This design comes from an exercise in tuning for small area, a short achievable clock period and few clock cycles on the open sky130 flow, not from production work. The RTL was checked by simulation tests, not by an equivalence proof against the original design.

--- flow/flow/run.sh ---
#!/bin/bash
# The standard layout, except that the port buffers (one on every input
# and output port, as the standard flow inserts) use the smallest buffer cell
# instead of the delay buffer buffer_ports picks by default; repair_design
# and repair_timing still resize them where timing needs it.
# The make output goes to layout.log; ORFS keeps each step's log under orfs/logs.
set -euo pipefail
export BUFFER_PORTS_ARGS="-buffer_cell sky130_fd_sc_hd__buf_1"
bash standard.sh finish > layout.log 2>&1
--- flow/standard.sh ---
#!/bin/bash
# synth_recipe.tcl (not shown) runs the flow's synth.tcl, then flattens the netlist and writes it again
# the make line also repeats each setting of config.mk as NAME=value (left out here)
make -C /OpenROAD-flow-scripts/flow DESIGN_CONFIG=/design/flow/config.mk WORK_HOME=/design/flow/orfs CLKGATE_MAP_FILE= SYNTH_SCRIPT=/design/flow/synth_recipe.tcl "${@:-finish}"
--- flow/config.mk ---
export PLATFORM = sky130hd
export DESIGN_NAME = rio_fbdec
export DESIGN_NICKNAME = rio_fbdec
export VERILOG_FILES = /design/flow/design.v
export SDC_FILE = /design/flow/constraint.sdc
export NUM_CORES = 4
export LEC_CHECK = 0
export ABC_AREA = 1
export CAP_MARGIN = 20
export CORE_MARGIN = 2
export CORE_UTILIZATION = 60
export SETUP_SLACK_MARGIN = 4
export SLEW_MARGIN = 20
--- flow/constraint.sdc ---
create_clock -name core_clock -period 8.0 [get_ports {clk}]
set_input_delay 1.6000 -clock core_clock [delete_from_list [all_inputs] [get_ports {clk}]]
set_output_delay 1.6000 -clock core_clock [all_outputs]
set_load 0.01 [all_outputs]
--- flow/design.v ---
module rio_fbdec (
    input  wire         clk,
    input  wire         rst,         
    input  wire         in_valid,
    output wire         in_ready,
    input  wire         fb_type,     
    input  wire [31:0]  raw,         
    input  wire [127:0] scale,       
    output reg          out_valid,
    output wire [127:0] pos_fb,      
    output reg  [63:0]  count,       
    output reg  [31:0]  old_count    
);
    localparam S_IDLE  = 2'd0;
    localparam S_PREP  = 2'd1;
    localparam S_PREP2 = 2'd2;
    localparam S_DIV   = 2'd3;
    function automatic [130:0] bk_carry130(input [129:0] a, input [129:0] b, input cin);
        reg [129:0] g, p;
        integer i, l;
        begin
            g = a & b;
            p = a ^ b;
            g[0] = g[0] | (p[0] & cin);
            for (l = 1; l < 130; l = l * 2)
                for (i = 2 * l - 1; i < 130; i = i + 2 * l) begin
                    g[i] = g[i] | (p[i] & g[i - l]);
                    p[i] = p[i] & p[i - l];
                end
            for (l = 64; l >= 1; l = l / 2)
                for (i = 3 * l - 1; i < 130; i = i + 2 * l) begin
                    g[i] = g[i] | (p[i] & g[i - l]);
                    p[i] = p[i] & p[i - l];
                end
            bk_carry130 = {g, cin};
        end
    endfunction
    function automatic [64:0] bk_carry64(input [63:0] a, input [63:0] b, input cin);
        reg [63:0] g, p;
        integer i, l;
        begin
            g = a & b;
            p = a ^ b;
            g[0] = g[0] | (p[0] & cin);
            for (l = 1; l < 64; l = l * 2)
                for (i = 2 * l - 1; i < 64; i = i + 2 * l) begin
                    g[i] = g[i] | (p[i] & g[i - l]);
                    p[i] = p[i] & p[i - l];
                end
            for (l = 16; l >= 1; l = l / 2)
                for (i = 3 * l - 1; i < 64; i = i + 2 * l) begin
                    g[i] = g[i] | (p[i] & g[i - l]);
                    p[i] = p[i] & p[i - l];
                end
            bk_carry64 = {g, cin};
        end
    endfunction
    function automatic [127:0] bk_below128(input [127:0] x);
        reg [127:0] p;
        integer i, l;
        begin
            p = x;
            for (l = 1; l < 128; l = l * 2)
                for (i = 2 * l - 1; i < 128; i = i + 2 * l)
                    p[i] = p[i] | p[i - l];
            for (l = 32; l >= 1; l = l / 2)
                for (i = 3 * l - 1; i < 128; i = i + 2 * l)
                    p[i] = p[i] | p[i - l];
            bk_below128 = {p[126:0], 1'b0};
        end
    endfunction
    reg [1:0]   state;
    reg         fin;         
    reg [7:0]   left;        
    reg         first;       
    reg         started;     
    reg         typ;         
    reg         dsign;       
    reg [127:0] dreg;        
    reg [129:0] t3;          
    reg [126:0] rem;         
    reg [127:0] q;           
    reg         neg;         
    reg         sat;         
    reg         shin_r;      
    reg         shin_0;      
    assign pos_fb = q;
    wire done = (state == S_DIV) && (sat || (!first && left == 8'd2));
    assign in_ready = (state == S_IDLE) || done;
    wire accept = in_valid && in_ready;
    wire [31:0]  opnd  = rem[31:0];
    wire [63:0]  add_b = {{32{opnd[31]}}, opnd};
    wire [64:0]  add_c = bk_carry64(count, add_b, 1'b0);
    wire [63:0]  sum   = count ^ add_b ^ add_c[63:0];
    wire [62:0]  m     = typ ? (t3[62:0] ^ {63{t3[63]}})           
                             : {31'd0, t3[31:0]};
    wire         dzero = ~dsign && (dreg == 128'd0);
    wire [127:0] dguard = {dreg[127:65], dreg[64] | dzero, dreg[63:0]};
    wire [129:0] x4  = {1'b0, rem, shin_r, shin_0};      
    wire [129:0] nd1 = {2'b11, ~dreg};                    
    wire [129:0] nd2 = {1'b1, ~dreg, ~dsign};             
    wire [129:0] nd3 = ~t3;                               
    wire [130:0] c1  = bk_carry130(x4, nd1, ~dsign);
    wire [130:0] c2  = bk_carry130(x4, nd2, ~dsign);
    wire [130:0] c3  = bk_carry130(x4, nd3, ~dsign);
    wire [129:0] s1  = x4 ^ nd1 ^ c1[129:0];
    wire [126:0] s2  = x4[126:0] ^ nd2[126:0] ^ c2[126:0];
    wire [126:0] s3  = x4[126:0] ^ nd3[126:0] ^ c3[126:0];
    wire         ge1 = c1[130];
    wire         ge2 = c2[130];
    wire         ge3 = c3[130];
    wire         qh  = ge2;                   
    wire         ql  = ge2 ? ge3 : ge1;       
    wire [126:0] rnext = ge2 ? (ge3 ? s3 : s2) : (ge1 ? s1[126:0] : x4[126:0]);
    wire [127:0] remx = {1'b0, rem};
    wire [31:0]  rnz, dnz;
    genvar g;
    generate
        for (g = 0; g < 32; g = g + 1) begin : g_nz
            assign rnz[g] = |remx[4*g+3:4*g];
            assign dnz[g] = |dreg[4*g+3:4*g];
        end
    endgenerate
    wire [34:0] dab;         
    assign dab[34:32] = 3'b000;
    generate
        for (g = 31; g >= 0; g = g - 1) begin : g_dab
            assign dab[g] = dab[g+1] | dnz[g];
        end
    endgenerate
    wire skip_ok = ~|(rnz & ~dab[34:3]);
    wire skip = !started && skip_ok && (left > 8'd8);
    wire [127:0] qfin = q ^ ({128{neg}} & bk_below128(q));
    always @(posedge clk) begin
        if (rst) begin
            state     <= S_IDLE;
            out_valid <= 1'b0;
            count     <= 64'd0;
            old_count <= 32'd0;
            q         <= 128'd0;
            fin       <= 1'b0;
        end else begin
            out_valid <= 1'b0;
            fin       <= 1'b0;
            if (fin) begin
                q         <= sat ? {neg, {127{~neg}}} : qfin;
                out_valid <= 1'b1;
            end
            case (state)
                S_PREP: begin
                    t3[63:0]  <= typ ? sum : {32'd0, rem[31:0]};
                    t3[95:64] <= rem[63:32];
                    dreg[64]  <= dreg[64] | dzero;
                    rem       <= dguard[126:0];
                    shin_r    <= dsign;
                    shin_0    <= dsign;
                    state     <= S_PREP2;
                end
                S_PREP2: begin
                    if (typ) begin
                        count     <= t3[63:0];
                        old_count <= t3[95:64];
                    end
                    rem      <= {64'd0, m};
                    t3       <= s1;
                    neg      <= (typ ? t3[63] : t3[95]) ^ dsign;
                    shin_r   <= typ;
                    shin_0   <= 1'b0;
                    q        <= 128'd0;
                    left     <= 8'd128;
                    first    <= 1'b1;
                    sat      <= 1'b0;
                    started  <= 1'b0;
                    state    <= S_DIV;
                end
                S_DIV: begin
                    first  <= 1'b0;
                    shin_r <= 1'b0;
                    if (first)
                        sat <= qh;
                    if (done) begin
                        fin   <= 1'b1;
                        state <= S_IDLE;
                    end
                    if (sat) begin
                    end else if (!first && skip) begin
                        rem  <= {rem[118:0], 8'd0};
                        left <= left - 8'd8;
                    end else begin
                        rem     <= rnext;
                        q       <= {q[125:0], qh, ql};
                        started <= started | qh | ql;
                        left    <= left - 8'd2;
                    end
                end
                default: state <= S_IDLE;
            endcase
            if (in_ready) begin
                dreg       <= scale ^ {128{scale[127]}};
                dsign      <= scale[127];
                typ        <= fb_type;
                rem[31:0]  <= fb_type ? raw - old_count : (raw[31] ? 32'd0 - raw : raw);
                rem[63:32] <= raw;
            end
            if (accept)
                state <= S_PREP;
        end
    end
endmodule
==> notes.md <==
[flip-flops by register name, summed over array words and instances (netlist names)]
name,flops
count,64
dreg,127
dsign,1
fin,1
first,1
left,7
neg,1
old_count,32
out_valid,1
q,128
rem,127
sat,1
shin_0,1
shin_r,1
started,1
state,2
t3,130
typ,1
[metrics by stage]
| stage | hold slack (ps) | setup slack [ps] | utilization, % |
|---|---|---|---|
| 5_1_grt | 518 | 3620 | 71.8 |
| 4_1_cts | 491 | 3780 | 69.9 |
| 2_1_floorplan | 483 | 3550 | - |
| 3_5_place_dp | 479 | 2100 | 62.5 |
| 6_report | 490 | 3750 | 71.9 |
| 3_3_place_gp | 475 | 2250 | 62.5 |
[cell families after synthesis]
group                      after synthesis
xor gates and xnor gates               414
muxes                                    2
and+or+nand+nor                       2851
AOI/OAI and AO/OA                     1849
adders and majority gates              706
buffers and inverters                 1224
DFF                                    627
[worst max-delay path by stage]
stage	start	to	slack, ps	cells past startpoint
5_1_grt	dreg[65]$_DFFE_PP_	rem[36]$_DFFE_PP_	3620	29
6_report	shin_0$_SDFFCE_PP0P_	rem[110]$_DFFE_PP_	3750	28
2_1_floorplan	rem[31]$_DFFE_PP_	rem[47]$_DFFE_PP_	3550	26
3_5_place_dp	dsign$_DFFE_PP_	rem[7]$_DFFE_PP_	2100	28
3_3_place_gp	dsign$_DFFE_PP_	rem[7]$_DFFE_PP_	2250	28
4_1_cts	shin_0$_SDFFCE_PP0P_	rem[7]$_DFFE_PP_	3780	29
[power groups by stage]
stage                     clock (mW)  sequential [mW]  combinational, mW
final                           3.77             4.14               6.13
after CTS                       3.76             4.16               5.53
after global routing            3.88             4.15               6.58
after detailed placement           0             4.25               4.71
after floorplan                    0             4.09               3.41
after global placement             0             4.25               4.63
[cell type report]
type,count,area [um2],area share [%]
inverters,858,3360,4.84
repair buffers,752,5630,8.12
multi-input cells,5831,39200,56.6
clock inverters,37,379,0.547
flip-flops and latches,627,16500,23.9
diodes,16,40.0,0.0578
clock buffers,108,2250,3.25
well taps,1276,1600,2.30
repair inverters,15,278,0.401
[worst register-to-register path: cells and delay by family (launching register included)]
kind / cells / cell delay (ps)
AOI/OAI and AO/OA: 2 / 220
adders and majority gates: 2 / 740
buffers and inverters: 6 / 900
DFF: 1 / 490
and+or+nand+nor: 18 / 1640
[metal layers]
layer / routed length, um / track usage (%) / vias to the layer above
li1: - / - / 27200
met1: 85500 / 59.3 / 28900
met2: 101000 / 69.0 / 4691
met3: 33500 / 12.8 / 1269
met4: 20600 / 32.5 / 10
met5: 52 / 0 / -
[cell usage after synthesis (all sizes together) (156+ instances only)]
cell,count
a21oi,780
nand3,474
edfxtp,399
o211ai,156
dfxtp,228
nor2,547
xor2,308
nand2,1559
fa,225
inv,853
o21ai,541
clkbuf,253
ha,481
[timing repair]
item / in CTS / in global routing
pin swaps: 220 / 160
resized for setup: 546 / 209
cloned: 58 / 4
endpoints found under the setup margin: 366 / 288
buffers inserted: 135 / 127
==> flow_metrics.py <==
metrics = {
    "synth": {
        "main_combinational_cell_family_by_area_after_synthesis": "simple AND/OR/NAND/NOR gates",
        "synth_enable_flop_cells": 399,
        "compound_cell_area_share_of_the_yosys_netlist_pct": 18.1,
        "postSynthCellCount": 7673,
        "asyncSetResetFlopFracSynth_pct": 0,
        "post_synth_xor_area_fraction_pct": 6.23,
        "yosys-top-cells-area": "sky130_fd_sc_hd__edfxtp_1, sky130_fd_sc_hd__ha_1, sky130_fd_sc_hd__nand2_1",
        "yosys-mux-area-fraction_pct": 0.0344,
        "synthDominantCellAreaShare_pct": 20.6,
        "yosys.area_share.adder_pct": 18.1,
        "synth_simple_gate_area_share_pct": 20.8,
        "postSynthAreaPerCell_um2": 7.58,
        "synth.largest_area_cell": "sky130_fd_sc_hd__edfxtp_1",
        "ys_dominant_reg_cell": "sky130_fd_sc_hd__edfxtp_1",
        "mappedNetlistNets": 8543,
        "synth.ff_latch_count": 627,
        "ys_types": 71,
        "synth_sequential_area_ratio_pct": 28.4,
        "syn-cell-area_mm2": 0.0582,
        "yosysWarningCount": 1,
    },
    "floorplanning": {
        "starting_density_of_the_core_pct": 60.3,
        "top_level_ports": 390,
        "rows": 114,
        "coreArea_mm2": 0.0964,
        "die_h_um": 315,
        "die_area_mm2": 0.0994,
        "die_x_um": 315,
    },
    "final_layout": {
        "final-instance-count-excl-fill": 9520,
        "design_area_mm2": 0.0693,
        "area_growth_pct": 19.1,
        "final_cell_mix": "sky130_fd_sc_hd__nand2_1, sky130_fd_sc_hd__inv_1, sky130_fd_sc_hd__a21oi_1",
        "layout_commonest_cell": "sky130_fd_sc_hd__nand2_1",
        "nNetsFinal": 9033,
        "filler_cell_count": 7813,
        "drive_above_1_share_pct": 12.5,
    },
    "worst_setup_path": {
        "crit_required_ps": 8430,
        "cp_slowest_stage_delay_ps": 490,
        "cp_top_family": "simple AND/OR/NAND/NOR gates",
        "arrival_ps": 4680,
        "critPathMostFrequentCell": "sky130_fd_sc_hd__nand2_4",
        "path_class": "register to register",
        "reg2reg_slack_ps": 3750,
        "cp_slowest_cell": "sky130_fd_sc_hd__edfxtp_1",
        "worst_r2r_path_depth": 28,
        "worst_setup_path_end_kind": "register",
        "worstReg2RegEnd": "rem[110]$_DFFE_PP_",
        "worstSetupStartpointType": "register",
        "critical_path.max_fanout": 7,
        "worstPathBufferInverterCount": 6,
        "r2r-start": "shin_0$_SDFFCE_PP0P_",
    },
    "grt": {
        "pin_count_of_the_biggest_net_entering_global_routing": 111,
        "grt_pass1_vias": 58000,
        "globalRouteTotalUtil_pct": 46.6,
        "grt_antenna_before_repair": 18,
        "grt_overflow_total": 0,
        "grt_pass1_wl_mm": 353,
    },
    "power_and_ir_drop": {
        "netSwitchingPower_mw": 5.76,
        "power.leakage_nw": 30.5,
        "sequentialPowerShare_pct": 29.5,
        "vdd_ir_drop_max_v": 0.000193,
        "power.internal_mw": 8.29,
        "power.share.combinational_pct": 43.7,
        "total_power_mw": 14.1,
        "power_frac_clock_pct": 26.8,
        "power_switching_share_pct": 41.0,
        "power.density_mw_per_mm2": 203,
    },
    "sta": {
        "achievable-frequency_mhz": 235,
        "final.period_utilization_pct": 53.1,
        "count_of_final_hold_check_violations": 0,
        "worst_pin_slew_ps": 1260,
        "final-max-slew-violation-count": 0,
        "final.setup_skew_ps": 34.9,
        "maxSlewHeadroom_pct": 16.3,
        "timing.final.setup_violations": 0,
        "timing.setup.tns_ps": 0,
        "final.min_clock_period_ps": 4250,
        "rsz_0062_raised_after_global_routing": "yes",
    },
    "route": {
        "routed-via-count": 62100,
        "remaining_drc_errors": 0,
        "totalWireLength_mm": 241,
        "detail_route.iter0.violations": 8861,
        "detail_routed_net_length_per_standard_cell_um": 25.3,
        "via_per_inst": 6.52,
        "antenna_left": 0,
        "firstDrtPassIters": 19,
    },
    "hold_path": {
        "hold_sp": "count[41]$_SDFFE_PP0P_",
        "timing.hold.worst_path_depth": 2,
        "whs_endpoint": "count[41]$_SDFFE_PP0P_",
        "hold_path_class": "register to register",
    },
    "job": {
        "max_cap_viol_count": 0,
    },
    "clock_tree": {
        "level_count_of_the_clock_h_tree": 3,
        "post_cts_hold_buffer_count": 0,
        "clock_latency_of_the_later_clocked_register_in_the_worst_skew_pair_ps": 700,
        "number_of_buffers_on_the_longest_clock_path": 3,
        "cts_sinks": 627,
        "cts.clk_slew.worst_paths_ps": 60,
        "clock_buffers_created_by_tritoncts": 78,
        "tritoncts": "built",
        "clock_tree.root_cell": "sky130_fd_sc_hd__clkbuf_16",
    },
    "placement": {
        "globalplace.congestion": 1.01,
        "detailedPlacementHpwl_mm": 153,
        "buffer_ports.inserted": 389,
        "dp_cells": 9035,
        "placement.cell_area_mm2": 0.0603,
    },
    "outcome": {
        "status": "timing/DRC/antenna clean",
    },
}
Testbench counts, summed over its fixed seeds: cycles 19,600.

re-timing with driven ports:
No port has a modelled driver above. Below, the same layout with a new extraction and two added sets of constraints. Step 1, drivers: a clkbuf_16 drives clk and a buf_2 each remaining input, both assumed. Step 2 adds t to the input delays and takes it off the output delays; t is the mean of the earliest and latest rising clock arrival at the registers after step 1. Input paths then give back, and output paths get back, about the clock's delay inside the block. Three values: ideal, step 1, step 2; two values: the first two.
shift t [ns]: 0.758
setup slack, ns: 3.752 / 3.752 / 3.181
hold WS [ns]: 0.490 / 0.490 / 0.490
latest minus earliest clock arrival (ns): 0.035 / 0.035
worst register clock-pin slew, ns: 0.07 / 0.07
After both steps this run still meets setup and hold. The setup slack of this run moves by 0.000 ns with the drivers and by -0.571 ns with both steps.
